This is an optimization exercise on Yosys and OpenROAD, whose aim is small area, not a production implementation.
Function was checked by simulation only, so behaviour that the tests miss may differ from the original.
Power and IR drop assume default switching activity.

==> inputs of amber <==
// xy_engine
module xy_engine (
    input  wire         clk,
    input  wire         rst,           
    input  wire         cmd_valid,
    input  wire [3:0]   cmd_op,
    input  wire [7:0]   cmd_idx,       
    input  wire [15:0]  cmd_val,       
    input  wire [3:0]   cmd_nr,        
    input  wire [31:0]  cmd_time,      
    input  wire [223:0] cmd_words,     
    input  wire         rx_valid,
    input  wire [7:0]   rx_data,
    output reg          resp_valid,
    output reg          resp_ok,
    output wire [31:0]  resp_val,
    output wire [223:0] resp_words,
    output reg          tx_valid,
    output wire [5:0]   tx_len,
    output wire [295:0] tx_frame,
    output wire         st_await,
    output wire         st_redirect,
    output wire [1:0]   st_rclass,
    output wire         st_rx_ours,
    output wire         st_errflag,
    output wire         st_exc_valid,
    output wire [7:0]   st_exc_code,
    output wire [4:0]   st_wq_size,
    output wire         st_tx_pending,
    output wire         st_pp_wait,
    output wire         st_preq_pending
);
clock: 20.0 ns
lec_check: 0
cap_margin: 20
core_margin: 2
core_utilization: 55
slew_margin: 20
standard.sh (not shown) runs the stock make flow with config.mk's settings and CLKGATE_MAP_FILE= SYNTH_SCRIPT=/design/flow/synth_recipe.tcl, a recipe that flattens the netlist after the stock synthesis.
==> flow/flow/run.sh <==
#!/bin/bash
# The standard layout (standard.sh, unchanged synthesis) with three changes:
#  - port buffers use the smallest buffer cell instead of a delay buffer,
#  - the clock tree uses larger sink clusters of clkbuf_8 and no dummy loads,
#  - after global routing, non-critical gates are downsized (power recovery).
# standard.sh's output, with every tool's log, goes to standard.log and orfs/logs/.
set -euo pipefail
export BUFFER_PORTS_ARGS="-buffer_cell sky130_fd_sc_hd__buf_1"
export CTS_ARGS="-sink_clustering_enable -repair_clock_nets -dont_use_dummy_load -sink_clustering_size 15 -sink_clustering_max_diameter 50 -buf_list sky130_fd_sc_hd__clkbuf_8"
export RECOVER_POWER=100
bash standard.sh > standard.log 2>&1
==> harbor (differences from amber) <==
--- a/flow/design.v
+++ b/flow/design.v
@@ -169,22 +169,34 @@
     wire ppl_ok  = pp_wait && reply_ctr != pp_snap;
     wire a_enq   = c_enq && enq_ok;
     wire a_adv   = c_adv;
     wire [3:0] wq_tail = wq_head + wq_size[3:0];
     wire rx_clr  = c_rst || (a_adv && (acc || mal || tmo || send));
     wire [6:0] rxl_c = rx_clr ? 7'd0 : rxlen;
     wire rx_put  = rx_valid && rxl_c != RXBUF_CAP;
     reg [RXSTORE-1:0] rb_we;
+    reg [7:0] len_lo;
+    reg [8:0] len_hi;
+    reg ws4, ws5;
     always @* begin
+        for (i = 0; i < 8; i = i + 1) begin
+            len_lo[i] = rxlen[2:0] == i;
+            len_hi[i] = rxlen[6:3] == i;
+        end
+        len_hi[8] = rxlen[6:3] == 4'd8;
         for (i = 0; i < RXSTORE; i = i + 1)
-            rb_we[i] = rxl_c == i && !(f_ws && i >= 4);
+            rb_we[i] = i == 0 ? (rx_clr || len_lo[0] && len_hi[0])
+                     : i < 4  ? (!rx_clr && len_lo[i % 8] && len_hi[i / 8])
+                     : (!rx_clr && !f_ws && len_lo[i % 8] && len_hi[i / 8]);
+        ws4 = !rx_clr && f_ws && wi_ok && rxlen == 7'd4;
+        ws5 = !rx_clr && f_ws && wi_ok && rxlen == 7'd5;
         for (i = 0; i < N_REGS; i = i + 1) begin
-            if (f_ws && wi_ok && wi == i && rxl_c == 7'd4) rb_we[3+2*i] = 1'b1;
-            if (f_ws && wi_ok && wi == i && rxl_c == 7'd5) rb_we[4+2*i] = 1'b1;
+            if (ws4 && wi == i) rb_we[3+2*i] = 1'b1;
+            if (ws5 && wi == i) rb_we[4+2*i] = 1'b1;
         end
     end
     always @(posedge clk) begin
         for (i = 0; i < N_REGS; i = i + 1)
             hdn[i] <= ~nh[i];
         for (i = 0; i < BANK_WORDS; i = i + 1)
             if (p_rd[i]) pdn[i] <= {rbn[3+2*i], rbn[4+2*i]};
         if (a_enq) wq[wq_tail] <= {cmd_idx, cmd_val};
==> flow/flow/run.sh (replaced) <==
#!/bin/bash
# The standard layout (standard.sh, unchanged synthesis) with two changes:
#  - port buffers use the smallest buffer cell instead of a delay buffer,
#  - the clock tree uses larger sink clusters of clkbuf_8 and no dummy loads.
# standard.sh's output goes to standard.log; every tool's log is in orfs/logs/.
set -euo pipefail
export BUFFER_PORTS_ARGS="-buffer_cell sky130_fd_sc_hd__buf_1"
export CTS_ARGS="-sink_clustering_enable -repair_clock_nets -dont_use_dummy_load -sink_clustering_size 15 -sink_clustering_max_diameter 50 -buf_list sky130_fd_sc_hd__clkbuf_8"
bash standard.sh > standard.log 2>&1
==> comparison table <==
                                                              harbor                                            amber
Outcome                                     timing/DRC/antenna clean                       complete, but fails checks
Layout check failures                                              -  max-capacitance violations, max-slew violations
Die area                                                 167,000 µm²                                      171,000 µm²
Met1 layer wirelength in the final routing                126,000 µm                                       138,000 µm
Sequential fraction of total cell area                         58.8%                                            57.8%
Post-detailed-placement cell area                         94,500 µm²                                       96,900 µm²
Data buffer area share                                         4.49%                                            4.22%
Switching portion of total power                               45.2%                                            41.1%
Area fraction of the dominant cell type after synthesis        47.8%                                            46.7%
Power share of the sequential group                            29.3%                                            31.0%
Well-Tap Cells                                                 2,175                                            2,204
Minimum setup slack after placement                          5800 ps                                          5130 ps
Inverters, non-clock                                             181                                              261
Area Growth Syn to Fin                                         8.26%                                            7.48%
Clock network power                                          2280 µW                                          2250 µW
P_leak                                                     0.0337 µW                                        0.0350 µW
Post-Synth Simple-Gate Area                                    7.98%                                            8.49%
Fraction of standard cell area in multi-input logic            30.4%                                            31.5%
Number of max-slew violations in the final report                  0                                            1,586
Detailed route wirelength on metal2                       148,000 µm                                       137,000 µm
Synthesized area                                          89,900 µm²                                       92,100 µm²


==> zinc: inputs <==
RTL: one of the versions met above, not the one the previous note started from.
==> flow/config.mk <==
export PLATFORM = sky130hd
export DESIGN_NAME = xy_engine
export DESIGN_NICKNAME = xy_engine
export VERILOG_FILES = /design/flow/design.v
export SDC_FILE = /design/flow/constraint.sdc
export NUM_CORES = 8
export LEC_CHECK = 0
export CAP_MARGIN = 20
export CORE_MARGIN = 2
export CORE_UTILIZATION = 55
export SLEW_MARGIN = 20
==> flow/constraint.sdc <==
create_clock -name core_clock -period 20.0 [get_ports {clk}]
set_input_delay 4.0000 -clock core_clock [delete_from_list [all_inputs] [get_ports {clk}]]
set_output_delay 4.0000 -clock core_clock [all_outputs]
set_load 0.01 [all_outputs]
==> flow/flow/run.sh <==
#!/bin/bash
# The standard layout (standard.sh, unchanged synthesis) with these changes:
#  - port buffers use the smallest buffer cell instead of a delay buffer,
#  - the clock tree uses larger sink clusters of clkbuf_8 and no dummy loads,
#  - after global routing, non-critical gates are downsized (power recovery),
#    then flow/post_grt.tcl repairs slew and capacitance again and reroutes.
# standard.sh's output goes to standard.log; every tool's log is in orfs/logs/.
set -euo pipefail
export BUFFER_PORTS_ARGS="-buffer_cell sky130_fd_sc_hd__buf_1"
export CTS_ARGS="-sink_clustering_enable -repair_clock_nets -dont_use_dummy_load -sink_clustering_size 15 -sink_clustering_max_diameter 50 -buf_list sky130_fd_sc_hd__clkbuf_8"
export RECOVER_POWER=100
export POST_GLOBAL_ROUTE_TCL="$PWD/flow/post_grt.tcl"
bash standard.sh > standard.log 2>&1
==> flow/flow/post_grt.tcl <==
# after power recovery: restore slew and capacitance limits, then legalize and reroute
log_cmd global_route -start_incremental
log_cmd repair_design -verbose -cap_margin 20 -slew_margin 20
log_cmd detailed_placement
log_cmd global_route -end_incremental
log_cmd estimate_parasitics -global_routing
puts "post-grt slew violations [sta::max_slew_violation_count] cap [sta::max_capacitance_violation_count]"
write_guides $::env(RESULTS_DIR)/route.guide
==> fjord: changes against zinc <==
--- a/flow/design.v
+++ b/flow/design.v
@@ -44,27 +44,24 @@
             c = c_in ^ {8'h00, b};
             for (k = 0; k < 8; k = k + 1)
                 c = c[0] ? ((c >> 1) ^ 16'hA001) : (c >> 1);
             crc16_byte = c;
         end
     endfunction
-    reg [15:0]  hdn [0:N_REGS-1];        
+    reg [15:0]  hd [0:N_REGS-1];         
     reg [N_REGS-1:0] hv;                 
-    reg [15:0]  pdn [0:BANK_WORDS-1];    
+    reg [15:0]  pd [0:BANK_WORDS-1];     
     reg [BANK_WORDS-1:0] pv;
     reg [23:0]  wq [0:15];               
     reg [3:0]   wq_head;
     reg [4:0]   wq_size;
     reg [223:0] tb_words;                
     reg [7:0]   tb_addr;
     reg [3:0]   tb_sl;                   
     reg         tx_pending;
-    reg [7:0]   rbn [0:RXSTORE-1];     
-    reg         f_exc, f_rd, f_ws, f_wm;   
-    reg [4:0]   wi;                        
-    reg         wi_ok;                     
+    reg [7:0]   rb [0:RXSTORE-1];
     reg [6:0]   rxlen;
     reg         await_r, redirect, rx_ours, errflag, exc_valid;
     reg [1:0]   rclass;
     reg [7:0]   exc_code, dev_addr;
     reg [31:0]  pacing, reply_ctr, t_lasttx, t_coarse, pp_snap;
     reg         skip_unch, refresh_dis;
@@ -83,51 +80,50 @@
     assign st_exc_code     = exc_code;
     assign st_wq_size      = wq_size;
     assign st_tx_pending   = tx_pending;
     assign st_pp_wait      = pp_wait;
     assign st_preq_pending = preq;
     integer i;
-    wire [7:0] rb [0:RXSTORE-1];
-    genvar gr;
-    generate for (gr = 0; gr < RXSTORE; gr = gr + 1) begin : g_rb
-        assign rb[gr] = ~rbn[gr];
-    end endgenerate
     wire c_adv = cmd_valid && cmd_op == OP_ADV;
     wire c_rst = cmd_valid && cmd_op == OP_RST;
     wire [31:0] now = cmd_time;
+    wire [7:0] fc = rb[1];
     wire [7:0] bc = rb[2];
     wire dec      = rxlen >= 7'd5;
-    wire is_exc   = f_exc;
-    wire is_rd    = f_rd;
-    wire is_ws    = f_ws;
-    wire is_wm    = f_wm;
+    wire is_exc   = fc[7];
+    wire is_rd    = !fc[7] && fc == 8'h03;
+    wire is_ws    = fc == 8'h06;
+    wire is_wm    = fc == 8'h10;
     wire rd_bad   = bc > 8'd62 || bc[0];
     wire rd_full  = {1'b0, rxlen} >= 8'd5 + bc;
     wire len8     = rxlen >= 7'd8;
     wire acc_rd   = dec && is_rd && !rd_bad && rd_full;
     wire acc_ws   = dec && is_ws && len8;
     wire acc_wm   = dec && is_wm && len8;
     wire acc_exc  = dec && is_exc;
     wire acc      = acc_rd || acc_ws || acc_wm || acc_exc;
     wire mal      = dec && ((is_rd && rd_bad) || !(is_exc || is_rd || is_ws || is_wm));
     wire [5:0] nw = bc[6:1];
+    wire [15:0] w_idx = {rb[2], rb[3]};
+    wire [15:0] w_val = {rb[4], rb[5]};
     reg [N_REGS-1:0] h_rd, h_ws;
     reg [BANK_WORDS-1:0] p_rd;
     always @* begin
         for (i = 0; i < N_REGS; i = i + 1) begin
             h_rd[i] = c_adv && acc_rd && !redirect && i < nw;
-            h_ws[i] = c_adv && acc_ws && wi_ok && wi == i;
+            h_ws[i] = c_adv && acc_ws && w_idx == i;
         end
         for (i = 0; i < BANK_WORDS; i = i + 1)
             p_rd[i] = c_adv && acc_rd && redirect && i < nw;
     end
     reg [15:0] nh [0:N_REGS-1];
     always @* begin
         for (i = 0; i < N_REGS; i = i + 1)
-            nh[i] = ({16{h_rd[i] || h_ws[i]}} & {rb[3+2*i], rb[4+2*i]})
-                  | ({16{!(h_rd[i] || h_ws[i])}} & ~hdn[i]);
+            nh[i] = ({16{h_rd[i]}} & {rb[3+2*i], rb[4+2*i]})
+                  | ({16{h_ws[i]}} & w_val)
+                  | ({16{!(h_rd[i] || h_ws[i])}} & hd[i]);
     end
     wire [N_REGS-1:0] nhv = hv | h_rd | h_ws;
     wire show_ws = tx_valid && tkind == TK_WS;
     wire [3:0] q_slot = show_ws ? wq_head - 4'd1 : wq_head;
     wire [23:0] q_ent = wq[q_slot];
     wire [7:0]  e_idx = q_ent[23:16];
@@ -170,58 +166,26 @@
     wire a_enq   = c_enq && enq_ok;
     wire a_adv   = c_adv;
     wire [3:0] wq_tail = wq_head + wq_size[3:0];
     wire rx_clr  = c_rst || (a_adv && (acc || mal || tmo || send));
     wire [6:0] rxl_c = rx_clr ? 7'd0 : rxlen;
     wire rx_put  = rx_valid && rxl_c != RXBUF_CAP;
-    reg [RXSTORE-1:0] rb_we;
-    reg [7:0] len_lo;
-    reg [8:0] len_hi;
-    reg ws4, ws5;
-    always @* begin
-        for (i = 0; i < 8; i = i + 1) begin
-            len_lo[i] = rxlen[2:0] == i;
-            len_hi[i] = rxlen[6:3] == i;
-        end
-        len_hi[8] = rxlen[6:3] == 4'd8;
-        for (i = 0; i < RXSTORE; i = i + 1)
-            rb_we[i] = i == 0 ? (rx_clr || len_lo[0] && len_hi[0])
-                     : i < 4  ? (!rx_clr && len_lo[i % 8] && len_hi[i / 8])
-                     : (!rx_clr && !f_ws && len_lo[i % 8] && len_hi[i / 8]);
-        ws4 = !rx_clr && f_ws && wi_ok && rxlen == 7'd4;
-        ws5 = !rx_clr && f_ws && wi_ok && rxlen == 7'd5;
-        for (i = 0; i < N_REGS; i = i + 1) begin
-            if (ws4 && wi == i) rb_we[3+2*i] = 1'b1;
-            if (ws5 && wi == i) rb_we[4+2*i] = 1'b1;
-        end
-    end
     always @(posedge clk) begin
         for (i = 0; i < N_REGS; i = i + 1)
-            hdn[i] <= ~nh[i];
+            hd[i] <= nh[i];
         for (i = 0; i < BANK_WORDS; i = i + 1)
-            if (p_rd[i]) pdn[i] <= {rbn[3+2*i], rbn[4+2*i]};
+            if (p_rd[i]) pd[i] <= {rb[3+2*i], rb[4+2*i]};
         if (a_enq) wq[wq_tail] <= {cmd_idx, cmd_val};
         if (c_pps && nr_ok) begin
             tb_words <= cmd_words;
             tb_addr  <= dev_addr;
             tb_sl    <= cmd_nr + 4'd5;
         end
-        if (!rst && rx_put) begin
+        if (!rst && rx_put)
             for (i = 0; i < RXSTORE; i = i + 1)
-                if (rb_we[i]) rbn[i] <= ~rx_data;
-            if (rxl_c == 7'd1) begin
-                f_exc <= rx_data[7];
-                f_rd  <= rx_data == 8'h03;
-                f_ws  <= rx_data == 8'h06;
-                f_wm  <= rx_data == 8'h10;
-            end
-            if (rxl_c == 7'd3) begin
-                wi    <= rx_data[4:0];
-                wi_ok <= rb[2] == 8'h00 && rx_data < 8'd31;
-            end
-        end
+                if (rxl_c == i) rb[i] <= rx_data;
         if (c_rdc) rdc_val <= r_val;
         else       rdc_val <= 16'd0;
         rk_rct <= c_rct;
         rk_ppl <= c_ppl && ppl_ok;
         if (a_adv && send)
             tkind <= s_wm ? TK_WM : s_ws ? TK_WS : s_pre ? TK_PRE : TK_REF;
@@ -300,13 +264,13 @@
     assign resp_val = ({32{rk_rct}} & reply_ctr)
                     | {16'd0, rdc_val}
                     | {28'd0, {4{rk_ppl}} & pp_nr};
     genvar g;
     generate
         for (g = 0; g < BANK_WORDS; g = g + 1) begin : g_rw
-            assign resp_words[16*g +: 16] = ~({16{!(rk_ppl && pv[g])}} | pdn[g]);
+            assign resp_words[16*g +: 16] = {16{rk_ppl && pv[g]}} & pd[g];
         end
     endgenerate
     wire k_wm = tkind == TK_WM;
     wire k_ws = tkind == TK_WS;
     wire k_pre = tkind == TK_PRE;
     wire [7:0] f_b1 = k_ws ? 8'h06 : 8'h03;
==> flow/run.sh (new file) <==
#!/bin/bash
# synth_recipe.tcl (not shown) runs the flow's synth.tcl, then flattens the netlist and writes it again
# the make line also repeats each setting of config.mk as NAME=value (left out here)
make -C /OpenROAD-flow-scripts/flow DESIGN_CONFIG=/design/flow/config.mk WORK_HOME=/design/flow/orfs CLKGATE_MAP_FILE= SYNTH_SCRIPT=/design/flow/synth_recipe.tcl finish
CORE_UTILIZATION = 40   (was 55)
removed: flow/flow/run.sh
removed: flow/flow/post_grt.tcl
removed: flow/standard.sh
==> run summary <==
zinc completed without violations. fjord finished with timing, DRC and antenna clean. Between fjord and zinc, the lower cell area is in zinc (gap about 17%, measured against zinc). Of fjord and zinc, zinc has the higher utilization (gap 12 points). In fjord the clock power is larger than in zinc, by 90%. Of zinc and fjord, fjord has the higher critical path depth (gap 1). Against fjord, the synthesized cell count of zinc is lower by 17%. In zinc the power is lower than in fjord, by 35%. Cell count: fjord is larger than zinc (26%). Against fjord, the hold slack of zinc is better by 0.0019 ns.
==> figures <==
item                                                              fjord         zinc
Outcome                                        timing/DRC/antenna clean  timing/DRC/antenna clean
Worst slack, placed                                            4.206 ns     5.803 ns
Highest fanout seen on the critical path                             24           17
Amount of wire on met3 after detailed routing                  38.65 mm     35.39 mm
R2r worst-path depth                                                 29           31
Synth Area in Compound Gates                                     10.72%       5.460%
Data arrival, critical path                                    15.80 ns     14.05 ns
Net count, final                                                  9,147        7,866
Count of filler cells inserted in the layout                     21,280       13,210
Period utilisation layout                                        76.53%       67.28%
Logic power comb                                                15.3 mW      8.73 mW
Count of flip-flops with a built-in enable after synthesis        1,430        1,432
Multi-input gate area in the final layout                   0.03439 mm2  0.02942 mm2
Area growth, synth to finish                                     20.44%       8.916%
Number of rows created at floorplan                                 179          148
Proportion of total power due to net switching                   43.78%       45.12%
Clock tree cell share of total cell area                         6.702%       2.783%

==> re-timing with driven ports <==
The flow's constraints put no driver on any port. The routed layouts listed below were extracted and timed again, unchanged, in two steps.
Step 1: set_driving_cell puts a clkbuf_16 on clk and a buf_2 on each other input, an assumption about the parent block.
Step 2 moves the port delays by t, midway between the first and last clock arrival at a register: inputs arrive t later, outputs are due t later. That takes back most of the time a late clock gives input paths.
a / b / c = ideal ports / drivers / drivers and shift; a / b = the first two.
run	t (ns)	slack for setup (ns)	worst register clock-pin slew, ns	worst data-port slew with drivers (ns)
amber	1.079	2.928 / 2.841 / 1.761	0.10 / 0.10	0.21
harbor	1.050	6.514 / 6.582 / 5.531	0.10 / 0.10	0.27
zinc	1.048	6.544 / 6.464 / 5.555	0.10 / 0.10	0.27
fjord	0.972	4.695 / 4.772 / 3.800	0.07 / 0.07	0.19
The setup slack of amber, which loses most, moves by -0.087 ns with the drivers and by -1.167 ns with both steps.
